Context: an optimization exercise on an open-source flow, tuned for small area and a short achievable clock period. The choices shown serve that exercise and are no tape-out recipe.
RTL that was checked went through simulation tests only; none was proved equivalent to the original.

==> fjord: inputs <==
## osc_bank
module osc_bank #(
    parameter N      = 16,
    parameter D      = 4,
    parameter ADDR_W = 5
) (
    input  wire              clk,
    input  wire              rst,            
    input  wire [ADDR_W-1:0] address,
    input  wire              select,         
    input  wire [3:0]        mask,
    input  wire [15:0]       data_in,
    input  wire              write_enable,
    input  wire              update,
    output reg  [15:0]       data_out,
    output wire              write_error,
    output wire              read_error
);
    localparam [1:0] W_RAMP = 2'b00, W_SQUARE = 2'b01, W_TRI = 2'b10, W_SINE = 2'b11;
    reg [15:0] inc_r   [0:15];
    reg [15:0] disp_r  [0:15];    
    reg        sq_r    [0:15];    
    reg [1:0]  wave_r  [0:15];
    reg        dir_r   [0:15];
    reg [15:0] sin_r   [0:15];
    reg [15:0] cos_r   [0:15];
    reg        zr_r    [0:15];    
    reg        zs_r    [0:15];
    reg [3:0]  pval_r  [0:15];
    reg [3:0]  pmask_r [0:15];
    reg [3:0] cursor;
    reg [15:0] q_inc, q_disp, q_sin, q_cos;
    reg [1:0]  q_wave;
    reg        q_dir;
    reg [3:0]  q_pv, q_pm;
    reg        p0_v, p1_v, p2_v, p3_v;
    reg [3:0]  p0_t, p1_t, p2_t, p3_t;
    reg [15:0] p0_sa, p0_sb, p0_ca, p0_cb;
    reg        p0_sc, p0_cc;
    reg [15:0] p1_s, p1_c, p2_s, p2_c, p3_s, p3_c;
    wire addr_ok = ~address[4];
    wire wr_ok   = write_enable & addr_ok;
    wire wr_inc  = wr_ok & ~select;
    wire wr_wfdr = wr_ok & select;
    assign write_error = write_enable & ~addr_ok;
    assign read_error  = ~addr_ok;
    wire        busy   = (cursor != 4'd0);
    wire        svc    = busy | update;
    wire        s_tri  = (q_wave == W_TRI);
    wire [16:0] step   = s_tri ? {q_inc, 1'b0} : {1'b0, q_inc};
    wire [15:0] s_m    = q_disp ^ {16{q_dir}};
    wire [16:0] sum    = {1'b0, s_m} + step + {16'b0, q_dir};
    wire        ovf    = sum[16] ^ (q_dir & (q_disp == 16'h0000));
    wire        dir1   = q_dir ^ (ovf & s_tri);
    wire [15:0] ka     = s_m ^ step[15:0] ^ {16{~q_dir}};
    wire [15:0] kb     = (s_m & step[15:0]) | ({16{~q_dir}} & (s_m | step[15:0]));
    wire [15:0] sumd   = ka + {kb[14:0], 1'b0};
  ...
make LEC_CHECK=0 CAP_MARGIN=20 CELL_PAD_IN_SITES_DETAIL_PLACEMENT=1 CELL_PAD_IN_SITES_GLOBAL_PLACEMENT=2 CORE_MARGIN=2 CORE_UTILIZATION=25 PLACE_DENSITY=0.4 SLEW_MARGIN=20 finish   # period 13.0 ns
run.sh (not shown) runs the stock make flow with config.mk's settings and CLKGATE_MAP_FILE= SYNTH_SCRIPT=/design/flow/synth_recipe.tcl, a recipe that flattens the netlist after the stock synthesis.
==> delta (differences from fjord) <==
--- a/flow/design.v
+++ b/flow/design.v
@@ -32,15 +32,15 @@
     reg [1:0]  q_wave;
     reg        q_dir;
     reg [3:0]  q_pv, q_pm;
     reg        p0_v, p1_v, p2_v, p3_v;
     reg [3:0]  p0_t, p1_t, p2_t, p3_t;
     reg [15:0] p0_sa, p0_sb, p0_ca, p0_cb;
     reg        p0_sc, p0_cc;
-    reg [15:0] p1_s, p1_c, p2_s, p2_c, p3_s, p3_c;
+    reg [15:0] p1_s, p2_s, p3_s;
     wire addr_ok = ~address[4];
     wire wr_ok   = write_enable & addr_ok;
     wire wr_inc  = wr_ok & ~select;
     wire wr_wfdr = wr_ok & select;
     assign write_error = write_enable & ~addr_ok;
     assign read_error  = ~addr_ok;
     wire        busy   = (cursor != 4'd0);
@@ -66,14 +66,15 @@
     wire        ld_dir  = ~rst & dir2;
     wire        ld_zs   = ~rst & dir2;
     wire [15:0] ld_inc  = rst ? 16'h0000 : data_in;
     wire [15:0] m_sa, m_sb, m_ca, m_cb;
     wire        m_sc, m_cc;
     osc_mac_s u_mac_s (.x(q_cos),  .y(q_inc), .a(q_sin), .ra(m_sa), .rb(m_sb), .rc(m_sc));
     osc_mac_c u_mac_c (.x(~q_sin), .y(q_inc), .a(q_cos), .ra(m_ca), .rb(m_cb), .rc(m_cc));
+    wire [15:0] new_cos = p0_ca + p0_cb + {15'b0, p0_cc};
     wire [3:0] cn = cursor + 4'd1;
     wire [15:0] f_inc  = (wr_inc & (address[3:0] == cn)) ? data_in : inc_r[cn];
     wire [3:0]  f_pv   = (wr_wfdr & (address[3:0] == cn)) ? ((pval_r[cn] & ~mask) | (data_in[3:0] & mask)) : pval_r[cn];
     wire [3:0]  f_pm   = (wr_wfdr & (address[3:0] == cn)) ? (pmask_r[cn] | mask) : pmask_r[cn];
     wire [15:0] f_sin  = zr_r[cn] ? 16'h0000 : sin_r[cn];
     wire [15:0] f_cos  = zr_r[cn] ? {zs_r[cn], 15'h4000} : cos_r[cn];
     wire        hit0   = (address[3:0] == 4'd0);
@@ -89,32 +90,33 @@
     wire [15:0] g1_sin = zr_r[1] ? 16'h0000 : sin_r[1];
     wire [15:0] g1_cos = zr_r[1] ? {zs_r[1], 15'h4000} : cos_r[1];
     genvar x;
     generate
         for (x = 0; x < 16; x = x + 1) begin : g_osc
             wire serviced = (cursor == x) & ((x != 0) | update);
             wire wb_here  = p3_v & (p3_t == x);
+            wire wc_here  = p0_v & (p0_t == x);
             wire wr_here  = address[3:0] == x;
             always @(posedge clk) begin
                 if (rst | serviced) begin
                     disp_r[x] <= ld_disp;
                     sq_r[x]   <= ld_sq;
                     wave_r[x] <= ld_wave;
                     dir_r[x]  <= ld_dir;
                 end
                 if (rst | (serviced & rr)) begin
                     zr_r[x] <= 1'b1;
                     zs_r[x] <= ld_zs;
                 end else if (wb_here) begin
                     zr_r[x] <= 1'b0;
                 end
-                if (wb_here) begin
+                if (wb_here)
                     sin_r[x] <= p3_s;
-                    cos_r[x] <= p3_c;
-                end
+                if (wc_here)
+                    cos_r[x] <= new_cos;
                 if (rst | (wr_inc & wr_here))
                     inc_r[x] <= ld_inc;
                 if (rst) begin
                     pval_r[x]  <= 4'b0000;
                     pmask_r[x] <= 4'b0000;
                 end else if (wr_wfdr & wr_here) begin
                     pval_r[x]  <= (pval_r[x] & ~mask) | (data_in[3:0] & mask);
@@ -169,17 +171,16 @@
         p1_v <= ~rst & p0_v;
         p2_v <= ~rst & p1_v;
         p3_v <= ~rst & p2_v;
         p0_t  <= cursor;
         p0_sa <= m_sa; p0_sb <= m_sb; p0_sc <= m_sc;
         p0_ca <= m_ca; p0_cb <= m_cb; p0_cc <= m_cc;
         p1_t <= p0_t;  p1_s <= p0_sa + p0_sb + {15'b0, p0_sc};
-                       p1_c <= p0_ca + p0_cb + {15'b0, p0_cc};
-        p2_t <= p1_t;  p2_s <= p1_s;    p2_c <= p1_c;
-        p3_t <= p2_t;  p3_s <= p2_s;    p3_c <= p2_c;
+        p2_t <= p1_t;  p2_s <= p1_s;
+        p3_t <= p2_t;  p3_s <= p2_s;
     end
     always @(posedge clk) begin
         if (rst)
             cursor <= 4'd0;
         else if (svc)
             cursor <= cn;
     end
==> flow/flow/run.sh (new file) <==
#!/bin/bash
# Standard layout, with the port buffers made from buf_4 cells instead of
# the flow's default pick (a slow delay buffer), and timing repair asked
# for more margin. Each tool's output goes to standard.log in this folder.
set -euo pipefail
export BUFFER_PORTS_ARGS="-buffer_cell sky130_fd_sc_hd__buf_4"
bash standard.sh > standard.log 2>&1
==> flow/standard.sh (new file) <==
#!/bin/bash
# synth_recipe.tcl (not shown) runs the flow's synth.tcl, then flattens the netlist and writes it again
# the make line also repeats each setting of config.mk as NAME=value (left out here)
make -C /OpenROAD-flow-scripts/flow DESIGN_CONFIG=/design/flow/config.mk WORK_HOME=/design/flow/orfs CLKGATE_MAP_FILE= SYNTH_SCRIPT=/design/flow/synth_recipe.tcl "${@:-finish}"
--- a/flow/config.mk
+++ b/flow/config.mk
@@ -5,10 +5,11 @@
 export SDC_FILE = /design/flow/constraint.sdc
 export NUM_CORES = 4
 export LEC_CHECK = 0
 export CAP_MARGIN = 20
 export CELL_PAD_IN_SITES_DETAIL_PLACEMENT = 1
 export CELL_PAD_IN_SITES_GLOBAL_PLACEMENT = 2
 export CORE_MARGIN = 2
-export CORE_UTILIZATION = 25
-export PLACE_DENSITY = 0.4
+export CORE_UTILIZATION = 55
+export PLACE_DENSITY = 0.7
+export SETUP_SLACK_MARGIN = 5
 export SLEW_MARGIN = 20
removed: flow/run.sh
==> comparison table <==
item	delta	fjord
Setup crit start	address[3]	address[1]
Worst relative slew slack	11.7%	16.9%
Slowest-stage cell, CP	nand2_2	nand3_1
Final Cell Area	0.0826 mm2	0.0885 mm2
Status	no timing/DRC/antenna violations	no timing/DRC/antenna violations
Number of buffers on the longest clock path	3	4
Hold Startpoint	p2_s[9]$_DFF_P_	p0_t[2]$_DFF_P_
CP most frequent cell	buf_4	clkdlybuf4s50_1
Post-DP HPWL	187000 um	267000 um
Post-synthesis cell type count	75	82
Util after Layout	61.2%	29.2%
Number of vias after detailed routing	58600	56900
Met1 usage in global routing	58.7%	38.0%
Share of synthesized cell area in and, or, nand and nor gates	11.5%	11.3%
Met1 wire length	113000 um	194000 um
No run of this note included a check of the RTL's function; only the layout flow was run.

========
==> try-willow <==
Another version of the RTL of osc_bank (not shown whole).
export LEC_CHECK = 0
export CAP_MARGIN = 20
export CELL_PAD_IN_SITES_DETAIL_PLACEMENT = 1
export CELL_PAD_IN_SITES_GLOBAL_PLACEMENT = 2
export CORE_MARGIN = 2
export CORE_UTILIZATION = 55
export CTS_BUF_LIST = sky130_fd_sc_hd__clkbuf_8
export PLACE_DENSITY = 0.7
export SLEW_MARGIN = 20
create_clock -name core_clock -period 13.0 [get_ports {clk}]
standard.sh (not shown) runs the stock make flow with config.mk's settings and CLKGATE_MAP_FILE= SYNTH_SCRIPT=/design/flow/synth_recipe.tcl, a recipe that flattens the netlist after the stock synthesis.
==> flow/flow/run.sh <==
#!/bin/bash
# Standard layout (the standard.sh, standard synthesis), with two
# changes: the port buffers are buf_4 cells instead of the flow's default
# pick (a slow delay buffer), and timing repair aims for 7 ns of setup
# slack. All tool output goes to standard.log in this folder.
set -euo pipefail
export BUFFER_PORTS_ARGS="-buffer_cell sky130_fd_sc_hd__buf_4"
export SETUP_SLACK_MARGIN=7
bash standard.sh > standard.log 2>&1
==> inputs of try-garnet, as changes to try-willow <==
--- a/flow/design.v
+++ b/flow/design.v
@@ -25,43 +25,27 @@
     reg [15:0] cos_r   [0:15];
     reg        zr_r    [0:15];    
     reg        zs_r    [0:15];
     reg [3:0]  pval_r  [0:15];
     reg [3:0]  pmask_r [0:15];
-    reg [15:0] cur;    
+    reg [3:0] cursor;
     reg        p0_v, p1_v, p2_v, p3_v;
     reg [3:0]  p0_t, p1_t, p2_t, p3_t;
     reg [15:0] p0_inc, p0_sin, p0_cos;
-    reg [15:0] p1_sa, p1_sb, p1_ca, p1_cb;
-    reg        p1_sc, p1_cc;
-    reg [15:0] p2_s, p3_s;
-    wire        busy   = ~cur[0];
-    wire [3:0]  cursor = {|(cur & 16'hFF00), |(cur & 16'hF0F0), |(cur & 16'hCCCC), |(cur & 16'hAAAA)};
+    reg [15:0] p1_s, p1_c, p2_s, p2_c, p3_s, p3_c;
+    wire        busy   = (cursor != 4'd0);
     wire        svc    = busy | update;
-    reg  [15:0] s_inc, s_disp, s_sinr, s_cosr;
-    reg  [1:0]  s_wave;
-    reg         s_dir, s_zr, s_zs;
-    reg  [3:0]  s_pv, s_pm;
-    integer i;
-    always @(*) begin
-        s_inc = 16'h0000; s_disp = 16'h0000; s_sinr = 16'h0000; s_cosr = 16'h0000;
-        s_wave = 2'b00; s_dir = 1'b0; s_zr = 1'b0; s_zs = 1'b0; s_pv = 4'b0000; s_pm = 4'b0000;
-        for (i = 0; i < 16; i = i + 1) begin
-            s_inc  = s_inc  | ({16{cur[i]}} & inc_r[i]);
-            s_disp = s_disp | ({16{cur[i]}} & disp_r[i]);
-            s_sinr = s_sinr | ({16{cur[i]}} & sin_r[i]);
-            s_cosr = s_cosr | ({16{cur[i]}} & cos_r[i]);
-            s_wave = s_wave | ({2{cur[i]}} & wave_r[i]);
-            s_dir  = s_dir  | (cur[i] & dir_r[i]);
-            s_zr   = s_zr   | (cur[i] & zr_r[i]);
-            s_zs   = s_zs   | (cur[i] & zs_r[i]);
-            s_pv   = s_pv   | ({4{cur[i]}} & pval_r[i]);
-            s_pm   = s_pm   | ({4{cur[i]}} & pmask_r[i]);
-        end
-    end
-    wire [15:0] s_sin  = s_zr ? 16'h0000 : s_sinr;
-    wire [15:0] s_cos  = s_zr ? {s_zs, 15'h4000} : s_cosr;
+    wire [15:0] s_inc  = inc_r[cursor];
+    wire [15:0] s_disp = disp_r[cursor];
+    wire [1:0]  s_wave = wave_r[cursor];
+    wire        s_dir  = dir_r[cursor];
+    wire [3:0]  s_pv   = pval_r[cursor];
+    wire [3:0]  s_pm   = pmask_r[cursor];
+    wire        s_zr   = zr_r[cursor];
+    wire        s_zs   = zs_r[cursor];
+    wire [15:0] s_sin  = s_zr ? 16'h0000 : sin_r[cursor];
+    wire [15:0] s_cos  = s_zr ? {s_zs, 15'h4000} : cos_r[cursor];
     wire        s_tri  = (s_wave == W_TRI);
     wire [16:0] step   = s_tri ? {s_inc, 1'b0} : {1'b0, s_inc};
     wire [15:0] s_m    = s_disp ^ {16{s_dir}};
     wire [16:0] sum    = {1'b0, s_m} + step + {16'b0, s_dir};
     wire        ovf    = sum[16] ^ (s_dir & (s_disp == 16'h0000));
@@ -78,28 +62,23 @@
     wire [15:0] ld_disp = rst ? 16'h0000 : disp2;
     wire        ld_sq   = ~rst & sq2;
     wire [1:0]  ld_wave = rst ? W_RAMP : wave2;
     wire        ld_dir  = ~rst & dir2;
     wire        ld_zs   = ~rst & dir2;
-    wire [15:0] m_sa, m_sb, m_ca, m_cb;
-    wire        m_sc, m_cc;
-    osc_mac_s u_mac_s (.x(p0_cos),  .y(p0_inc), .a(p0_sin), .ra(m_sa), .rb(m_sb), .rc(m_sc));
-    osc_mac_c u_mac_c (.x(~p0_sin), .y(p0_inc), .a(p0_cos), .ra(m_ca), .rb(m_cb), .rc(m_cc));
-    wire [15:0] new_sin = p1_sa + p1_sb + {15'b0, p1_sc};
-    wire [15:0] new_cos = p1_ca + p1_cb + {15'b0, p1_cc};
+    wire [15:0] new_sin, new_cos;
+    osc_mac_s u_mac_s (.x(p0_cos),  .y(p0_inc), .a(p0_sin), .r(new_sin));
+    osc_mac_c u_mac_c (.x(~p0_sin), .y(p0_inc), .a(p0_cos), .r(new_cos));
     wire addr_ok = ~address[4];
     wire wr_ok   = write_enable & addr_ok;
     assign write_error = write_enable & ~addr_ok;
     assign read_error  = ~addr_ok;
     wire [15:0] ld_inc = rst ? 16'h0000 : data_in;
     genvar x;
     generate
         for (x = 0; x < 16; x = x + 1) begin : g_osc
-            wire serviced = cur[x] & ((x != 0) | update);
+            wire serviced = (cursor == x) & ((x != 0) | update);
             wire wb_here  = p3_v & (p3_t == x);
-            wire wc_here  = p1_v & (p1_t == x);
-            integer b;
             wire wr_here  = wr_ok & (address[3:0] == x);
             always @(posedge clk) begin
                 if (rst | serviced) begin
                     disp_r[x] <= ld_disp;
                     sq_r[x]   <= ld_sq;
@@ -110,22 +89,21 @@
                     zr_r[x] <= 1'b1;
                     zs_r[x] <= ld_zs;
                 end else if (wb_here) begin
                     zr_r[x] <= 1'b0;
                 end
-                if (wb_here)
+                if (wb_here) begin
                     sin_r[x] <= p3_s;
-                if (wc_here)
-                    cos_r[x] <= new_cos;
+                    cos_r[x] <= p3_c;
+                end
                 if (rst | (wr_here & ~select))
                     inc_r[x] <= ld_inc;
-                for (b = 0; b < 4; b = b + 1)
-                    if (wr_here & select & mask[b])
-                        pval_r[x][b] <= data_in[b];
                 if (rst) begin
+                    pval_r[x]  <= 4'b0000;
                     pmask_r[x] <= 4'b0000;
                 end else if (wr_here & select) begin
+                    pval_r[x]  <= (pval_r[x] & ~mask) | (data_in[3:0] & mask);
                     pmask_r[x] <= (serviced ? 4'b0000 : pmask_r[x]) | mask;
                 end else if (serviced) begin
                     pmask_r[x] <= 4'b0000;
                 end
             end
@@ -138,21 +116,19 @@
         p3_v <= ~rst & p2_v;
         p0_t   <= cursor;
         p0_inc <= s_inc;
         p0_sin <= s_sin;
         p0_cos <= s_cos;
-        p1_t <= p0_t;
-        p1_sa <= m_sa; p1_sb <= m_sb; p1_sc <= m_sc;
-        p1_ca <= m_ca; p1_cb <= m_cb; p1_cc <= m_cc;
-        p2_t <= p1_t;  p2_s <= new_sin;
-        p3_t <= p2_t;  p3_s <= p2_s;
+        p1_t <= p0_t;  p1_s <= new_sin; p1_c <= new_cos;
+        p2_t <= p1_t;  p2_s <= p1_s;    p2_c <= p1_c;
+        p3_t <= p2_t;  p3_s <= p2_s;    p3_c <= p2_c;
     end
     always @(posedge clk) begin
         if (rst)
-            cur <= 16'h0001;
+            cursor <= 4'd0;
         else if (svc)
-            cur <= {cur[14:0], cur[15]};
+            cursor <= cursor + 4'd1;
     end
     wire [15:0] o_word [0:15];
     generate
         for (x = 0; x < 16; x = x + 1) begin : g_out
             wire show_sin  = (wave_r[x] == W_SINE) & ~zr_r[x];
@@ -166,13 +142,11 @@
 endmodule
 module osc_mac_s (
     input  wire [15:0] x,
     input  wire [15:0] y,
     input  wire [15:0] a,
-    output wire [15:0] ra,
-    output wire [15:0] rb,
-    output wire        rc
+    output wire [15:0] r
 );
     wire t1, t2, t3, t4, t5, t6, t7, t8, t9, t10, t11, t12, t13, t14, t15, t16, t17, t18, t19, t20, t21, t22, t23, t24, t25, t26, t27, t28, t29, t30, t31, t32, t33, t34, t35, t36, t37, t38, t39, t40, t41, t42, t43, t44, t45, t46, t47, t48, t49, t50, t51, t52, t53, t54, t55, t56, t57, t58, t59, t60, t61, t62, t63, t64, t65, t66, t67, t68, t69, t70, t71, t72, t73, t74, t75, t76, t77, t78, t79, t80, t81, t82, t83, t84, t85, t86, t87, t88, t89, t90, t91, t92, t93, t94, t95, t96, t97, t98, t99, t100, t101, t102, t103, t104, t105, t106, t107, t108, t109, t110, t111, t112, t113, t114, t115, t116, t117, t118, t119, t120, t121, t122, t123, t124, t125, t126, t127, t128, t129, t130, t131, t132, t133, t134, t135, t136, t137, t138, t139, t140, t141, t142, t143, t144, t145, t146, t147, t148, t149, t150, t151, t152, t153, t154, t155, t156, t157, t158, t159, t160, t161, t162, t163, t164, t165, t166, t167, t168, t169, t170, t171, t172, t173, t174, t175, t176, t177, t178, t179, t180, t181, t182, t183, t184, t185, t186, t187, t188, t189, t190, t191, t192, t193, t194, t195, t196, t197, t198, t199, t200, t201, t202, t203, t204, t205, t206, t207, t208, t209, t210, t211, t212, t213, t214, t215, t216, t217, t218, t219, t220, t221, t222, t223, t224, t225, t226, t227, t228, t229, t230, t231, t232, t233, t234, t235, t236, t237, t238, t239, t240, t241, t242, t243, t244, t245, t246, t247, t248, t249, t250, t251, t252, t253, t254, t255, t256, t257, t258, t259, t260, t261, t262, t263, t264, t265, t266, t267, t268, t269, t270, t271, t272, t273, t274, t275, t276, t277, t278, t279, t280, t281, t282, t283, t284, t285, t286, t287, t288, t289, t290, t291, t292, t293, t294, t295, t296, t297, t298, t299, t300, t301, t302, t303, t304, t305, t306, t307, t308, t309, t310, t311, t312, t313, t314, t315, t316, t317, t318, t319, t320, t321, t322, t323, t324, t325, t326, t327, t328, t329, t330, t331, t332, t333, t334, t335, t336, t337, t338, t339, t340, t341, t342, t343, t344, t345, t346, t347, t348, t349, t350, t351, t352, t353, t354, t355, t356, t357, t358, t359, t360, t361, t362, t363, t364, t365, t366, t367, t368, t369, t370, t371, t372, t373, t374, t375, t376, t377, t378, t379, t380, t381, t382, t383, t384, t385, t386, t387, t388, t389, t390, t391, t392, t393, t394, t395, t396, t397, t398, t399, t400, t401, t402, t403, t404, t405, t406, t407, t408, t409, t410, t411, t412, t413, t414, t415, t416, t417, t418, t419, t420, t421, t422, t423, t424, t425, t426, t427, t428, t429, t430, t431, t432, t433, t434, t435, t436, t437, t438, t439, t440, t441, t442, t443, t444, t445, t446, t447, t448, t449, t450, t451, t452, t453, t454, t455, t456, t457, t458, t459, t460, t461, t462, t463, t464, t465, t466, t467, t468, t469, t470, t471, t472, t473, t474, t475, t476, t477, t478, t479, t480, t481, t482, t483, t484, t485, t486, t487, t488, t489, t490, t491, t492, t493, t494, t495, t496, t497, t498, t499, t500, t501, t502, t503, t504, t505, t506, t507, t508, t509, t510, t511, t512, t513, t514, t515, t516, t517, t518, t519, t520, t521, t522, t523, t524, t525, t526, t527, t528, t529, t530, t531, t532, t533, t534, t535, t536, t537, t538, t539, t540, t541, t542, t543, t544, t545, t546, t547, t548, t549, t550, t551, t552, t553, t554, t555, t556, t557, t558, t559, t560, t561, t562, t563, t564, t565, t566, t567, t568, t569, t570, t571, t572, t573, t574, t575, t576, t577, t578, t579, t580, t581, t582, t583, t584, t585, t586, t587, t588, t589, t590, t591, t592, t593, t594, t595, t596, t597, t598, t599, t600, t601, t602, t603, t604, t605, t606, t607, t608, t609, t610, t611, t612, t613, t614, t615, t616, t617, t618, t619, t620, t621, t622, t623, t624, t625, t626, t627, t628, t629, t630, t631, t632, t633, t634, t635, t636, t637, t638, t639, t640, t641, t642, t643, t644, t645, t646, t647, t648, t649, t650, t651, t652, t653, t654, t655, t656, t657, t658, t659, t660, t661, t662, t663, t664, t665, t666, t667, t668, t669, t670, t671, t672, t673, t674, t675, t676, t677, t678, t679, t680, t681, t682, t683, t684, t685, t686, t687, t688, t689, t690, t691, t692, t693, t694, t695, t696, t697, t698, t699, t700, t701, t702, t703, t704, t705, t706, t707, t708, t709, t710, t711, t712, t713, t714, t715, t716, t717, t718, t719, t720, t721, t722;
     assign t1 = (x[0] & y[0]);
     assign t2 = (x[1] & y[0]);
     assign t3 = (x[0] & y[1]);
@@ -895,22 +869,18 @@
     assign t720 = (t270 & t271) | (t270 & t662) | (t271 & t662);
     assign t721 = 1'b1 ^ t272;
     assign t722 = 1'b1 & t272;
     wire [31:0] sa = {t721, t719, t717, t715, t713, t711, t709, t707, t705, t703, t701, t699, t697, t695, t693, t691, t689, t687, t685, t683, t681, t679, t677, t675, t673, t671, t669, t667, t665, t663, t2, t1};
     wire [31:0] sb = {t720, t718, t716, t714, t712, t710, t708, t706, t704, t702, t700, t698, t696, t694, t692, t690, t688, t686, t684, t682, t680, t678, t676, t674, t672, t670, t668, t666, t664, t6, t3, 1'b0};
-    wire [16:0] lo = {1'b0, sa[15:0]} + {1'b0, sb[15:0]};
-    assign ra = sa[31:16];
-    assign rb = sb[31:16];
-    assign rc = lo[16];
+    wire [31:0] sum = sa + sb;
+    assign r = sum[31:16];
 endmodule
 module osc_mac_c (
     input  wire [15:0] x,
     input  wire [15:0] y,
     input  wire [15:0] a,
-    output wire [15:0] ra,
-    output wire [15:0] rb,
-    output wire        rc
+    output wire [15:0] r
 );
     wire t1, t2, t3, t4, t5, t6, t7, t8, t9, t10, t11, t12, t13, t14, t15, t16, t17, t18, t19, t20, t21, t22, t23, t24, t25, t26, t27, t28, t29, t30, t31, t32, t33, t34, t35, t36, t37, t38, t39, t40, t41, t42, t43, t44, t45, t46, t47, t48, t49, t50, t51, t52, t53, t54, t55, t56, t57, t58, t59, t60, t61, t62, t63, t64, t65, t66, t67, t68, t69, t70, t71, t72, t73, t74, t75, t76, t77, t78, t79, t80, t81, t82, t83, t84, t85, t86, t87, t88, t89, t90, t91, t92, t93, t94, t95, t96, t97, t98, t99, t100, t101, t102, t103, t104, t105, t106, t107, t108, t109, t110, t111, t112, t113, t114, t115, t116, t117, t118, t119, t120, t121, t122, t123, t124, t125, t126, t127, t128, t129, t130, t131, t132, t133, t134, t135, t136, t137, t138, t139, t140, t141, t142, t143, t144, t145, t146, t147, t148, t149, t150, t151, t152, t153, t154, t155, t156, t157, t158, t159, t160, t161, t162, t163, t164, t165, t166, t167, t168, t169, t170, t171, t172, t173, t174, t175, t176, t177, t178, t179, t180, t181, t182, t183, t184, t185, t186, t187, t188, t189, t190, t191, t192, t193, t194, t195, t196, t197, t198, t199, t200, t201, t202, t203, t204, t205, t206, t207, t208, t209, t210, t211, t212, t213, t214, t215, t216, t217, t218, t219, t220, t221, t222, t223, t224, t225, t226, t227, t228, t229, t230, t231, t232, t233, t234, t235, t236, t237, t238, t239, t240, t241, t242, t243, t244, t245, t246, t247, t248, t249, t250, t251, t252, t253, t254, t255, t256, t257, t258, t259, t260, t261, t262, t263, t264, t265, t266, t267, t268, t269, t270, t271, t272, t273, t274, t275, t276, t277, t278, t279, t280, t281, t282, t283, t284, t285, t286, t287, t288, t289, t290, t291, t292, t293, t294, t295, t296, t297, t298, t299, t300, t301, t302, t303, t304, t305, t306, t307, t308, t309, t310, t311, t312, t313, t314, t315, t316, t317, t318, t319, t320, t321, t322, t323, t324, t325, t326, t327, t328, t329, t330, t331, t332, t333, t334, t335, t336, t337, t338, t339, t340, t341, t342, t343, t344, t345, t346, t347, t348, t349, t350, t351, t352, t353, t354, t355, t356, t357, t358, t359, t360, t361, t362, t363, t364, t365, t366, t367, t368, t369, t370, t371, t372, t373, t374, t375, t376, t377, t378, t379, t380, t381, t382, t383, t384, t385, t386, t387, t388, t389, t390, t391, t392, t393, t394, t395, t396, t397, t398, t399, t400, t401, t402, t403, t404, t405, t406, t407, t408, t409, t410, t411, t412, t413, t414, t415, t416, t417, t418, t419, t420, t421, t422, t423, t424, t425, t426, t427, t428, t429, t430, t431, t432, t433, t434, t435, t436, t437, t438, t439, t440, t441, t442, t443, t444, t445, t446, t447, t448, t449, t450, t451, t452, t453, t454, t455, t456, t457, t458, t459, t460, t461, t462, t463, t464, t465, t466, t467, t468, t469, t470, t471, t472, t473, t474, t475, t476, t477, t478, t479, t480, t481, t482, t483, t484, t485, t486, t487, t488, t489, t490, t491, t492, t493, t494, t495, t496, t497, t498, t499, t500, t501, t502, t503, t504, t505, t506, t507, t508, t509, t510, t511, t512, t513, t514, t515, t516, t517, t518, t519, t520, t521, t522, t523, t524, t525, t526, t527, t528, t529, t530, t531, t532, t533, t534, t535, t536, t537, t538, t539, t540, t541, t542, t543, t544, t545, t546, t547, t548, t549, t550, t551, t552, t553, t554, t555, t556, t557, t558, t559, t560, t561, t562, t563, t564, t565, t566, t567, t568, t569, t570, t571, t572, t573, t574, t575, t576, t577, t578, t579, t580, t581, t582, t583, t584, t585, t586, t587, t588, t589, t590, t591, t592, t593, t594, t595, t596, t597, t598, t599, t600, t601, t602, t603, t604, t605, t606, t607, t608, t609, t610, t611, t612, t613, t614, t615, t616, t617, t618, t619, t620, t621, t622, t623, t624, t625, t626, t627, t628, t629, t630, t631, t632, t633, t634, t635, t636, t637, t638, t639, t640, t641, t642, t643, t644, t645, t646, t647, t648, t649, t650, t651, t652, t653, t654, t655, t656, t657, t658, t659, t660, t661, t662, t663, t664, t665, t666, t667, t668, t669, t670, t671, t672, t673, t674, t675, t676, t677, t678, t679, t680, t681, t682, t683, t684, t685, t686, t687, t688, t689, t690, t691, t692, t693, t694, t695, t696, t697, t698, t699, t700, t701, t702, t703, t704, t705, t706, t707, t708, t709, t710, t711, t712, t713, t714, t715, t716, t717, t718, t719, t720, t721, t722, t723, t724, t725, t726, t727, t728, t729, t730, t731, t732, t733, t734, t735, t736, t737, t738, t739, t740, t741, t742, t743, t744, t745, t746, t747, t748, t749, t750, t751, t752, t753, t754, t755, t756, t757, t758, t759, t760, t761, t762, t763, t764, t765, t766, t767, t768, t769, t770;
     assign t1 = (x[0] & y[0]);
     assign t2 = y[0];
     assign t3 = (x[1] & y[0]);
@@ -1681,10 +1651,8 @@
     assign t768 = (t286 & t287) | (t286 & t708) | (t287 & t708);
     assign t769 = 1'b1 ^ t288;
     assign t770 = 1'b1 & t288;
     wire [31:0] sa = {t769, t767, t765, t763, t761, t759, t757, t755, t753, t751, t749, t747, t745, t743, t741, t739, t737, t735, t733, t731, t729, t727, t725, t723, t721, t719, t717, t715, t713, t711, t709, t1};
     wire [31:0] sb = {t768, t766, t764, t762, t760, t758, t756, t754, t752, t750, t748, t746, t744, t742, t740, t738, t736, t734, t732, t730, t728, t726, t724, t722, t720, t718, t716, t714, t712, t710, t5, t2};
-    wire [16:0] lo = {1'b0, sa[15:0]} + {1'b0, sb[15:0]};
-    assign ra = sa[31:16];
-    assign rb = sb[31:16];
-    assign rc = lo[16];
+    wire [31:0] sum = sa + sb;
+    assign r = sum[31:16];
 endmodule
==> flow/run.sh (new file) <==
#!/bin/bash
# synth_recipe.tcl (not shown) runs the flow's synth.tcl, then flattens the netlist and writes it again
# the make line also repeats each setting of config.mk as NAME=value (left out here)
make -C /OpenROAD-flow-scripts/flow DESIGN_CONFIG=/design/flow/config.mk WORK_HOME=/design/flow/orfs CLKGATE_MAP_FILE= SYNTH_SCRIPT=/design/flow/synth_recipe.tcl finish
Settings changed: CORE_UTILIZATION 55 to 25, CTS_BUF_LIST sky130_fd_sc_hd__clkbuf_8 to not set, PLACE_DENSITY 0.7 to 0.4.
removed: flow/flow/run.sh
removed: flow/standard.sh
==> inputs of try-raven, as changes to try-willow <==
--- a/flow/design.v
+++ b/flow/design.v
@@ -95,11 +95,10 @@
     generate
         for (x = 0; x < 16; x = x + 1) begin : g_osc
             wire serviced = cur[x] & ((x != 0) | update);
             wire wb_here  = p3_v & (p3_t == x);
             wire wc_here  = p1_v & (p1_t == x);
-            integer b;
             wire wr_here  = wr_ok & (address[3:0] == x);
             always @(posedge clk) begin
                 if (rst | serviced) begin
                     disp_r[x] <= ld_disp;
                     sq_r[x]   <= ld_sq;
@@ -116,16 +115,15 @@
                     sin_r[x] <= p3_s;
                 if (wc_here)
                     cos_r[x] <= new_cos;
                 if (rst | (wr_here & ~select))
                     inc_r[x] <= ld_inc;
-                for (b = 0; b < 4; b = b + 1)
-                    if (wr_here & select & mask[b])
-                        pval_r[x][b] <= data_in[b];
                 if (rst) begin
+                    pval_r[x]  <= 4'b0000;
                     pmask_r[x] <= 4'b0000;
                 end else if (wr_here & select) begin
+                    pval_r[x]  <= (pval_r[x] & ~mask) | (data_in[3:0] & mask);
                     pmask_r[x] <= (serviced ? 4'b0000 : pmask_r[x]) | mask;
                 end else if (serviced) begin
                     pmask_r[x] <= 4'b0000;
                 end
             end
==> flow/run.sh (new file) <==
#!/bin/bash
# synth_recipe.tcl (not shown) runs the flow's synth.tcl, then flattens the netlist and writes it again
# the make line also repeats each setting of config.mk as NAME=value (left out here)
make -C /OpenROAD-flow-scripts/flow DESIGN_CONFIG=/design/flow/config.mk WORK_HOME=/design/flow/orfs CLKGATE_MAP_FILE= SYNTH_SCRIPT=/design/flow/synth_recipe.tcl finish
Settings changed: CTS_BUF_LIST sky130_fd_sc_hd__clkbuf_8 to not set, SETUP_SLACK_MARGIN set to 5.
removed: flow/flow/run.sh
removed: flow/standard.sh
==> inputs of try-indigo, as changes to try-willow <==
==> flow/flow/run.sh (replaced) <==
#!/bin/bash
# Standard layout (the standard.sh, standard synthesis), with these
# changes: the port buffers are buf_4 cells instead of the flow's default
# pick (a slow delay buffer), timing repair aims for 6 ns of setup slack,
# and clock tree synthesis uses clkbuf_8 buffers without dummy loads.
# All tool output goes to standard.log in this folder.
set -euo pipefail
export BUFFER_PORTS_ARGS="-buffer_cell sky130_fd_sc_hd__buf_4"
export SETUP_SLACK_MARGIN=6
export CTS_ARGS="-sink_clustering_enable -repair_clock_nets -buf_list sky130_fd_sc_hd__clkbuf_8 -dont_use_dummy_load"
bash standard.sh > standard.log 2>&1
==> out/metrics.csv <==
stage;metric;value;unit
worst_setup_path;path_depth;25;
min_path;min_to;p3_s[9];
placement;dpl.hpwl;246000;um
outcome;status;finished clean;
final_layout;inv_count;418;
worst_setup_path;crit_fanout;31;
logic_synthesis;postSynthCellCount;5950;
final_layout;final_area;84400;um^2
routing;viasPerCell;5.36;
routing;drt_iter0_drc;6151;
The numbers above come from try-garnet.

==> out/metrics.csv <==
stage;metric;value;unit
worst_setup_path;path_depth;8;
logic_synthesis;synthXorXnorAreaFrac;0.0108;
final_layout;inv_count;468;
placement;dpl.hpwl;172000;um
outcome;status;finished clean;
routing;drt_iter0_drc;8024;
routing;viasPerCell;7.01;
worst_setup_path;crit_fanout;17;
min_path;min_to;p3_s[8];
The numbers above come from try-raven.

==> out/metrics.csv <==
stage;metric;value;unit
worst_setup_path;path_depth;8;
outcome;status;finished clean;
final_layout;diodes;13;
placement;dpl-instance-area;74800;um^2
grt;grt_pass1_vias;56700;
final_layout;inv_count;468;
routing;final_antenna_net_count;0;
routing;drt_iter0_drc;8990;
sta;slew_headroom;0.125;
min_path;min_to;p3_t[2];
grt;antenna_found_initial;17;
logic_synthesis;postSynthCellCount;5666;
The numbers above come from try-willow.

==> out/metrics.csv <==
stage;metric;value;unit
worst_setup_path;reg2reg_depth;21;
logic_synthesis;postSynthCellCount;5666;
routing;viasPerCell;7.01;
placement;dp_cells;7313;
worst_setup_path;path_depth;8;
placement;dpl.hpwl;177000;um
routing;drt_iter0_drc;7431;
worst_setup_path;crit_fanout;17;
logic_synthesis;synth-edff-count;1168;
worst_setup_path;cpMaxStageDelayCell;a21oi_2;
final_layout;final_area;78300;um^2
final_layout;inv_count;468;
min_path;min_to;p1_t[1];
outcome;status;finished clean;
The numbers above come from try-indigo.

No functional check of the RTL was part of try-garnet.

==> static timing again, ports no longer ideal <==
The flow's constraints put no driver on any port. The routed layouts listed below were extracted and timed again, unchanged, in two steps. Step 1 (the two cells are an assumption about what drives the block):
set clk [get_ports {clk}]
set_driving_cell -lib_cell sky130_fd_sc_hd__clkbuf_16 $clk
set_driving_cell -lib_cell sky130_fd_sc_hd__buf_2 [delete_from_list [all_inputs] $clk]
Step 2 adds t to the input delays and takes it off the output delays; t is the mean of the earliest and latest rising clock arrival at the registers after step 1. Input paths then give back, and output paths get back, about the clock's delay inside the block. a / b / c = ideal / step 1 / step 2; a / b = the first two.
run	t (ns)	setup WS [ns]	pins driven straight from the clock port
fjord	0.943	3.563 / 3.390 / 3.390	1
delta	0.903	5.071 / 5.025 / 5.025	1
try-willow	1.029	6.037 / 5.933 / 5.933	1
try-garnet	0.945	3.744 / 3.744 / 3.744	1
try-raven	0.907	4.970 / 4.817 / 4.817	1
try-indigo	1.025	5.968 / 5.849 / 5.849	1
After both steps every run listed still meets setup and hold. The setup slack of fjord, which loses most, moves by -0.173 ns with the drivers and by -0.173 ns with both steps.
